Background: an optimization exercise with open tools, aiming at small area. Do not read the settings as production practice.
Only simulation tests tie the RTL to the original design; equivalence was not proved.
Power is estimated from default activity; no workload was simulated.

==> design.v <==
module ir_volume (
    input  wire       clk,
    input  wire       rst,         
    input  wire       ir_in,       
    input  wire       gtick,       
    input  wire       att_ack,     
    output wire       att_sel_n,
    output wire       att_valid,
    output reg  [7:0] att_byte,
    output wire       tens_we,
    output wire       ones_we,
    output wire [7:0] seg_tens,
    output wire [7:0] seg_ones
);
    localparam [3:0] S_IDLE     = 4'd0,
                     S_LEAD_LO  = 4'd1,
                     S_LEAD_HI  = 4'd2,
                     S_BIT_LO   = 4'd3,
                     S_BIT_HI   = 4'd4,
                     S_STOP_LO  = 4'd5,
                     S_OUT_SEL  = 4'd6,
                     S_OUT_OPC  = 4'd7,
                     S_OUT_DATA = 4'd8,
                     S_OUT_TENS = 4'd9,
                     S_OUT_ONES = 4'd10;
    localparam [1:0] C_NONE = 2'd0,
                     C_UP   = 2'd1,
                     C_DOWN = 2'd2,
                     C_MUTE = 2'd3;
    reg  [3:0] st;
    reg        ir_q;
    reg  [8:0] pcnt;
    reg  [6:0] thr;       
    reg  [4:0] nbits;     
    reg        fok;       
    reg  [1:0] fcmd;      
    reg  [1:0] last;
    reg  [2:0] rcount;
    reg  [7:0] gap;       
    reg  [3:0] tens;
    reg  [3:0] ones;
    reg  [3:0] sav_tens;
    reg  [3:0] sav_ones;
    reg        nochg;     
    function [7:0] attenuation_for(input [3:0] t, input [3:0] o);
        case ({t, o})
            8'h00: attenuation_for = 8'd0;
            8'h01: attenuation_for = 8'd1;
            8'h02: attenuation_for = 8'd1;
            8'h03: attenuation_for = 8'd1;
            8'h04: attenuation_for = 8'd1;
            8'h05: attenuation_for = 8'd1;
            8'h06: attenuation_for = 8'd1;
            8'h07: attenuation_for = 8'd2;
            8'h08: attenuation_for = 8'd2;
            8'h09: attenuation_for = 8'd3;
            8'h10: attenuation_for = 8'd3;
            8'h11: attenuation_for = 8'd4;
            8'h12: attenuation_for = 8'd4;
            8'h13: attenuation_for = 8'd5;
            8'h14: attenuation_for = 8'd6;
            8'h15: attenuation_for = 8'd6;
            8'h16: attenuation_for = 8'd7;
            8'h17: attenuation_for = 8'd8;
            8'h18: attenuation_for = 8'd9;
            8'h19: attenuation_for = 8'd10;
            8'h20: attenuation_for = 8'd11;
            8'h21: attenuation_for = 8'd12;
            8'h22: attenuation_for = 8'd13;
            8'h23: attenuation_for = 8'd14;
            8'h24: attenuation_for = 8'd15;
            8'h25: attenuation_for = 8'd17;
            8'h26: attenuation_for = 8'd18;
            8'h27: attenuation_for = 8'd19;
            8'h28: attenuation_for = 8'd21;
            8'h29: attenuation_for = 8'd22;
            8'h30: attenuation_for = 8'd24;
            8'h31: attenuation_for = 8'd26;
            8'h32: attenuation_for = 8'd27;
            8'h33: attenuation_for = 8'd29;
            8'h34: attenuation_for = 8'd31;
            8'h35: attenuation_for = 8'd32;
            8'h36: attenuation_for = 8'd34;
            8'h37: attenuation_for = 8'd36;
            8'h38: attenuation_for = 8'd38;
            8'h39: attenuation_for = 8'd40;
            8'h40: attenuation_for = 8'd42;
            8'h41: attenuation_for = 8'd44;
            8'h42: attenuation_for = 8'd46;
            8'h43: attenuation_for = 8'd49;
            8'h44: attenuation_for = 8'd51;
            8'h45: attenuation_for = 8'd53;
            8'h46: attenuation_for = 8'd56;
            8'h47: attenuation_for = 8'd58;
            8'h48: attenuation_for = 8'd60;
            8'h49: attenuation_for = 8'd63;
            8'h50: attenuation_for = 8'd66;
            8'h51: attenuation_for = 8'd68;
            8'h52: attenuation_for = 8'd71;
            8'h53: attenuation_for = 8'd74;
            8'h54: attenuation_for = 8'd76;
            8'h55: attenuation_for = 8'd79;
            8'h56: attenuation_for = 8'd82;
            8'h57: attenuation_for = 8'd85;
            8'h58: attenuation_for = 8'd88;
            8'h59: attenuation_for = 8'd91;
            8'h60: attenuation_for = 8'd94;
            8'h61: attenuation_for = 8'd97;
            8'h62: attenuation_for = 8'd101;
            8'h63: attenuation_for = 8'd104;
            8'h64: attenuation_for = 8'd107;
            8'h65: attenuation_for = 8'd110;
            8'h66: attenuation_for = 8'd114;
            8'h67: attenuation_for = 8'd117;
            8'h68: attenuation_for = 8'd121;
            8'h69: attenuation_for = 8'd124;
            8'h70: attenuation_for = 8'd128;
            8'h71: attenuation_for = 8'd132;
            8'h72: attenuation_for = 8'd135;
            8'h73: attenuation_for = 8'd139;
            8'h74: attenuation_for = 8'd143;
            8'h75: attenuation_for = 8'd147;
            8'h76: attenuation_for = 8'd151;
            8'h77: attenuation_for = 8'd155;
            8'h78: attenuation_for = 8'd159;
            8'h79: attenuation_for = 8'd163;
            8'h80: attenuation_for = 8'd167;
            8'h81: attenuation_for = 8'd171;
            8'h82: attenuation_for = 8'd175;
            8'h83: attenuation_for = 8'd180;
            8'h84: attenuation_for = 8'd184;
            8'h85: attenuation_for = 8'd188;
            8'h86: attenuation_for = 8'd193;
            8'h87: attenuation_for = 8'd197;
            8'h88: attenuation_for = 8'd202;
            8'h89: attenuation_for = 8'd207;
            8'h90: attenuation_for = 8'd211;
            8'h91: attenuation_for = 8'd216;
            8'h92: attenuation_for = 8'd221;
            8'h93: attenuation_for = 8'd226;
            8'h94: attenuation_for = 8'd230;
            8'h95: attenuation_for = 8'd235;
            8'h96: attenuation_for = 8'd240;
            8'h97: attenuation_for = 8'd245;
            8'h98: attenuation_for = 8'd250;
            8'h99: attenuation_for = 8'd255;
            default: attenuation_for = 8'd0;
        endcase
    endfunction
    function [7:0] seg_lut(input [3:0] d);
        case (d)
            4'd0: seg_lut = 8'h3F;
            4'd1: seg_lut = 8'h06;
            4'd2: seg_lut = 8'h5B;
            4'd3: seg_lut = 8'h4F;
            4'd4: seg_lut = 8'h66;
            4'd5: seg_lut = 8'h6D;
            4'd6: seg_lut = 8'h7D;
            4'd7: seg_lut = 8'h07;
            4'd8: seg_lut = 8'h7F;
            4'd9: seg_lut = 8'h6F;
            default: seg_lut = 8'h00;
        endcase
    endfunction
    wire is_lead_lo = (st == S_LEAD_LO);
    wire is_lead_hi = (st == S_LEAD_HI);
    wire is_bit_lo  = (st == S_BIT_LO);
    wire is_bit_hi  = (st == S_BIT_HI);
    wire is_stop    = (st == S_STOP_LO);
    wire level      = is_lead_hi | is_bit_hi;
    wire measuring  = is_lead_lo | is_lead_hi | is_bit_lo | is_bit_hi | is_stop;
    wire phase_end  = (ir_in != level);
    wire timeout    = (pcnt == 9'd499);
    wire bit_val    = (pcnt > {2'b00, thr});
    wire [7:0] lead_sum = {1'b0, pcnt[8:2]} + {2'b00, pcnt[8:3]};
    reg exp_bit;
    always @(*) begin
        case (nbits[4:3])
            2'd0, 2'd1: exp_bit = (nbits[2:0] < 3'd3);
            2'd2:       exp_bit = (nbits[2:0] < 3'd2);
            default:    exp_bit = (nbits[2:0] >= 3'd4);
        endcase
    end
    wire is_cbit = (nbits[4] == 1'b1) && (nbits[2:1] == 2'b01);
    wire cbit_ok = nbits[3] ? (bit_val != fcmd[nbits[0]]) : 1'b1;
    wire bit_ok  = is_cbit ? cbit_ok : (bit_val == exp_bit);
    wire done = is_stop && ir_in;
    wire [1:0] cmd = fok ? fcmd : C_NONE;
    wire gap_ok  = (gap >= 8'd50);
    wire gap_rep = (gap == 8'd250);
    wire rc5     = (rcount == 3'd5);
    wire same    = (cmd == last);
    wire accept  = done && (cmd != C_NONE) && gap_ok &&
                   (!same || gap_rep || (rc5 && cmd != C_MUTE));
    wire vol_max = (tens == 4'd9) && (ones == 4'd9);
    wire vol_zero = (tens == 4'd0) && (ones == 4'd0);
    wire [3:0] inc_ones = (ones == 4'd9) ? 4'd0 : ones + 4'd1;
    wire [3:0] inc_tens = (ones == 4'd9) ? tens + 4'd1 : tens;
    wire [3:0] dec_ones = (ones == 4'd0) ? 4'd9 : ones - 4'd1;
    wire [3:0] dec_tens = (ones == 4'd0) ? tens - 4'd1 : tens;
    wire out_pre = (st == S_OUT_SEL) || (st == S_OUT_OPC) || (st == S_OUT_DATA);
    assign att_sel_n = !out_pre;
    assign att_valid = (st == S_OUT_OPC) || (st == S_OUT_DATA);
    assign tens_we   = (st == S_OUT_TENS);
    assign ones_we   = (st == S_OUT_ONES);
    always @(*) begin
        case (st)
            S_OUT_OPC:  att_byte = 8'h11;
            S_OUT_DATA: att_byte = attenuation_for(tens, ones);
            default:    att_byte = 8'h00;
        endcase
    end
    reg [3:0] old_tens, old_ones;
    always @(*) begin
        if (nochg) begin
            old_tens = tens;
            old_ones = ones;
        end else begin
            case (last)
                C_NONE: begin old_tens = 4'd0;  old_ones = 4'hF;  end
                C_UP:   begin old_tens = dec_tens; old_ones = dec_ones; end
                C_DOWN: begin old_tens = inc_tens; old_ones = inc_ones; end
                default: begin
                    if (vol_zero) begin old_tens = sav_tens; old_ones = sav_ones; end
                    else          begin old_tens = 4'd0;     old_ones = 4'd0;     end
                end
            endcase
        end
    end
    wire [3:0] dt = (out_pre || tens_we) ? old_tens : tens;
    wire [3:0] d1 = (out_pre || tens_we || ones_we) ? old_ones : ones;
    assign seg_tens = (dt == 4'd0) ? 8'h00 : seg_lut(dt);
    assign seg_ones = seg_lut(d1);
    always @(posedge clk) begin
        ir_q <= ir_in;
        if (st == S_IDLE) begin
            pcnt <= 9'd1;
        end else if (measuring) begin
            pcnt <= phase_end ? 9'd1 : pcnt + 9'd1;
        end
        if (is_lead_lo)
            thr <= lead_sum[7:1];
        if (is_lead_hi) begin
            nbits <= 5'd0;
            fok   <= 1'b1;
        end
        if (is_bit_lo && phase_end) begin
            nbits <= nbits + 5'd1;
            if (!bit_ok) fok <= 1'b0;
            if (nbits == 5'd18) fcmd[0] <= bit_val;
            if (nbits == 5'd19) fcmd[1] <= bit_val;
        end
        if (rst) begin
            st     <= S_OUT_SEL;
            last   <= C_NONE;
            rcount <= 3'd0;
            gap    <= 8'd0;
            tens   <= 4'd0;
            ones   <= 4'd0;
            sav_tens <= 4'd0;
            sav_ones <= 4'd0;
            nochg  <= 1'b0;
        end else begin
            case (st)
                S_IDLE:
                    if (ir_q && !ir_in) st <= S_LEAD_LO;
                S_LEAD_LO, S_LEAD_HI, S_BIT_LO, S_BIT_HI, S_STOP_LO: begin
                    if (phase_end) begin
                        case (st)
                            S_LEAD_LO: st <= S_LEAD_HI;
                            S_LEAD_HI: st <= S_BIT_LO;
                            S_BIT_LO:  st <= S_BIT_HI;
                            S_BIT_HI:  st <= (nbits == 5'd0) ? S_STOP_LO : S_BIT_LO;
                            default:   st <= accept ? S_OUT_SEL : S_IDLE;
                        endcase
                    end else if (timeout) begin
                        st <= S_IDLE;
                    end
                end
                S_OUT_SEL:  st <= S_OUT_OPC;
                S_OUT_OPC:  if (att_ack) st <= S_OUT_DATA;
                S_OUT_DATA: if (att_ack) st <= S_OUT_TENS;
                S_OUT_TENS: st <= S_OUT_ONES;
                default:    st <= S_IDLE;
            endcase
            if (accept) begin
                if (!same) begin
                    last   <= cmd;
                    rcount <= 3'd1;
                end else if (!rc5) begin
                    rcount <= rcount + 3'd1;
                end
                nochg <= 1'b0;
                case (cmd)
                    C_UP: begin
                        if (vol_max) nochg <= 1'b1;
                        else begin tens <= inc_tens; ones <= inc_ones; end
                    end
                    C_DOWN: begin
                        if (vol_zero) nochg <= 1'b1;
                        else begin tens <= dec_tens; ones <= dec_ones; end
                    end
                    default: begin
                        if (!vol_zero) begin
                            sav_tens <= tens; sav_ones <= ones;
                            tens <= 4'd0;     ones <= 4'd0;
                        end else begin
                            tens <= sav_tens; ones <= sav_ones;
                            sav_tens <= 4'd0; sav_ones <= 4'd0;
                        end
                    end
                endcase
            end
            if (st == S_IDLE && rc5 && gap > 8'd75) begin
                last   <= C_NONE;
                rcount <= 3'd0;
            end
            if (accept)
                gap <= 8'd0;
            else if (gtick && !gap_rep)
                gap <= gap + 8'd1;
        end
    end
endmodule
==> run.sh <==
#!/bin/bash
# synth_recipe.tcl (not shown) runs the flow's synth.tcl, then flattens the netlist and writes it again
# the make line also repeats each setting of config.mk as NAME=value (left out here)
make -C /OpenROAD-flow-scripts/flow DESIGN_CONFIG=/design/flow/config.mk WORK_HOME=/design/flow/orfs CLKGATE_MAP_FILE= SYNTH_SCRIPT=/design/flow/synth_recipe.tcl finish
==> config.mk <==
export PLATFORM = sky130hd
export DESIGN_NAME = ir_volume
export DESIGN_NICKNAME = ir_volume
export VERILOG_FILES = /design/flow/design.v
export SDC_FILE = /design/flow/constraint.sdc
export NUM_CORES = 4
export LEC_CHECK = 0
export CAP_MARGIN = 20
export CORE_MARGIN = 2
export CORE_UTILIZATION = 40
export SLEW_MARGIN = 20
==> constraint.sdc <==
create_clock -name core_clock -period 10.0 [get_ports {clk}]
set_input_delay 2.0000 -clock core_clock [delete_from_list [all_inputs] [get_ports {clk}]]
set_output_delay 2.0000 -clock core_clock [all_outputs]
set_load 0.01 [all_outputs]
==> run notes <==
## where the power goes
| group | internal, mW | switching, mW |
|---|---|---|
| Clock | 0.177 | 0.135 |
| Sequential | 0.304 | 0.0450 |
| Combinational | 0.240 | 0.303 |
## stage by stage
| step | util | instances | setup slack, ps | hold slack (ps) | total power, mW |
|---|---|---|---|---|---|
| 3_5_place_dp | 0.4272 | 1030 | 3975 | 456.2 | 0.8969 |
| 6_report | 0.4459 | 1046 | 3531 | 458.5 | 1.205 |
| 2_1_floorplan | - | 834 | 5061 | 432.2 | 0.7106 |
| 3_3_place_gp | 0.4272 | 1030 | 4017 | 453.3 | 0.8959 |
| 4_1_cts | 0.4455 | 1046 | 3587 | 462.0 | 1.214 |
| 5_1_grt | 0.4459 | 1046 | 3161 | 497.9 | 1.297 |
## layout by cell type (no fill, tap or decap), drive strengths merged, types with 5 or more instances in the layout
| master | Yosys | routed |
|---|---|---|
| nand2b | 14 | 14 |
| dfxtp | 53 | 53 |
| o32ai | 6 | 6 |
| a311oi | 8 | 8 |
| xor2 | 15 | 15 |
| and4 | 8 | 8 |
| nand2 | 77 | 77 |
| a211oi | 12 | 12 |
| o21ai | 43 | 43 |
| nor2 | 83 | 83 |
| and3 | 6 | 6 |
| edfxtp | 14 | 14 |
| o22ai | 6 | 6 |
| nor2b | 10 | 10 |
| o211ai | 10 | 10 |
| a31oi | 14 | 14 |
| clkbuf | 24 | 10 |
| ha | 51 | 51 |
| xnor2 | 16 | 16 |
| clkdlybuf4s50 | 0 | 30 |
| inv | 48 | 50 |
| o31ai | 13 | 13 |
| a211o | 5 | 5 |
| nor3 | 17 | 17 |
| nand3b | 7 | 7 |
| mux2i | 9 | 9 |
| a21oi | 63 | 63 |
| nand3 | 37 | 37 |
| a21o | 8 | 8 |
| nand4 | 12 | 12 |
| o21a | 13 | 13 |
| a221oi | 5 | 5 |
| and2 | 16 | 16 |
## area by class of cell
cell class	count	area, sq um
clock inverters	6	48.80
inverters	49	186.4
fillers	1590	8707
multi-input cells	664	4449
clock buffers	10	239.0
well taps	216	270.3
flip-flops and latches	67	1481
repair buffers	34	330.3
## layer usage
layer / vias to the layer above / part of all wire / global-route usage
li1: 3026 / - / -
met1: 2822 / 0.47 / 0.2900
met2: 234 / 0.45 / 0.3354
met3: 34 / 0.063 / 0.03813
met4: 0 / 0.022 / 0.07822
met5: - / 0 / 0
## kinds of logic (layout without fill, tap and decap cells)
| logic type | Yosys count | in the layout | share of synthesized area |
|---|---|---|---|
| AO/OA/AOI/OAI | 249 | 249 | 0.2715 |
| other | 1 | 2 | 0.0005874 |
| adder cells (fa/ha/maj) | 52 | 52 | 0.1031 |
| XOR/XNOR | 31 | 31 | 0.04253 |
| AND/OR/NAND/NOR | 318 | 318 | 0.2585 |
| multiplexers | 12 | 12 | 0.01940 |
| flip-flops | 67 | 67 | 0.2321 |
| buffers and inverters | 103 | 99 | 0.07233 |
## path summary, 6_finish.rpt
kind | from | end
worst max register to register | ones[0] | flip-flop
worst max-delay path | ones[0] | seg_tens[4]
worst min-delay path | sav_tens[1] | sav_tens[1]
worst min register to register | sav_tens[1] | sav_tens[1]
## critical path, stage by stage (launching register included)
cell and delay, ps:
dfxtp_1 370, inv_1 180, ha_1 370, nor3b_2 710, and2_1 540, nand4_1 160, o21ai_0 120, a221o_1 240
inv_1 80, ha_1 240, nand2b_1 190, o22a_1 220, mux2i_1 140, clkdlybuf4s50_1 560
==> key figures <==
Pwr
  – PwrDens: 172.0 nW/um^2
  – Max VDD drop: 0.0001754 V
  – Leak: 2.758 nW

Timing
  – RSZ-0062 raised after global routing: false
  – Final Hold Viols: 0
  – Worst slew pin tran: 966.9 ps
  – Achievable Freq: 0.1546 GHz
  – Setup Total Neg Slack: 0 ps
  – Worst slew margin: 0.3470
  – # setup viols final: 0
  – Final Cycle Share: 0.6469
  – Skew final: 7.569 ps
  – Tmin final: 6469 ps
  – Slew Limit Fails: 0

CTS
  – Reg clk slew, reported paths: 60 ps
  – Num Clock Sinks: 67
  – Setup Fix Bufs, Post-CTS: 0
  – Clk buf depth: 2
  – TritonCTS clock tree: built
  – CTS H-Tree Depth: 3
  – Post-CTS Resized: 0
  – Worst skew pair latency: 350 ps
  – Clock tree root buffer cell: clkbuf_16
  – Total CTS buffers: 9
  – CTS Hold Bufs: 0

Global routing
  – Initial antenna violation count: 0
  – Pin count of the biggest net entering global routing: 31
  – GRT Util Overall: 0.2121
  – Vias in the first global route: 5595
  – Global route total overflow: 0
  – First-pass GRT wire length: 28.81 mm

Layout
  – Area added between synthesis and finish: 9.741%
  – Final Cell Area: 7005 sq um
  – Antenna cells: 0
  – Nets: 882
  – Layout cells sized above 1: 0.05904

Detailed routing
  – Routed vias/inst: 5.847
  – WL final: 17.63 mm
  – Avg WL per Cell: 16.85 microns
  – DR DRC count: 0
  – First DRT Iteration DRCs: 622
  – DR vias: 6116
  – Post-route ant nets: 0
  – Pre-antenna DRT Iters: 5

Job
  – Max-cap check violation count: 0

Setup path
  – Critical Path Source Type: flip-flop
  – R2r worst-path depth: 12
  – Arrival time worst endpoint: 4470 ps
  – Worst Path Required: 8000 ps
  – Reg2reg setup slack: 4800 ps
  – Setup CP Type: reg -> out
  – Critical Path End Type: output port
  – Critical-path maximum fanout: 13

Die
  – Die H: 130.3 microns
  – Starting density of the core: 0.4063
  – I/O Pins: 33
  – Die area: 16990 sq um
  – Count of standard-cell rows: 46
  – Core ar.: 15710 sq um
  – Die width: 130.3 microns

Placed design
  – Placed Area: 6713 sq um
  – Post-detail-place hpwl: 12.84 mm
  – Number of I/O port buffers: 30
  – GP Congestion: 0.9461

Synth
  – Count leader, synth: nor2_1
  – Ys async rst share: 0
  – Netlist Area Pre-Place: 6384 sq um
  – Post-synth EDFFs: 14
  – Syn. warnings: 1
  – Post-synth top cells: nor2_1 (81), nand2_1 (76), a21oi_1 (63)
  – Count of cell types in the netlist: 92
  – Synth Instances: 833
  – Top area cells in the synthesized netlist: dfxtp_1 (17%), ha_1 (10%), edfxtp_1 (6.6%)
  – Post-synthesis sequential area ratio: 0.2321
  – Synthesized flop and latch total: 67
  – Yosys top cell by area: dfxtp_1
  – Synth Flop Type: dfxtp_1
  – Syn_area_per_cell: 7.663 sq um
  – Yosys top cell area share: 0.1662

Worst hold path
  – HP Class: reg -> reg
  – Number of stages on the worst hold path: 2

Status
  – Status: complete, no violations

[what the ideal ports hide]
How much do the figures lean on ideal ports? The routed layout below was timed once more, with nothing changed but the port constraints. Step 1, drivers: a clkbuf_16 drives clk and a buf_2 each remaining input, both assumed. Step 2, shift: input delay + t, output delay - t, t = (earliest + latest rising clock arrival at the registers) / 2. This alone moves slack from input paths to output paths. Three values: ideal ports, drivers, drivers and shift; two values: the first two.
shift t [ns]: 0.384
slack for setup (ns): 3.531 / 3.489 / 3.873
worst register clock-pin slew, ns: 0.06 / 0.06
After both steps setup and hold are still met in this run. For this run, drivers alone change the setup slack by -0.042 ns; drivers and shift together by +0.342 ns.
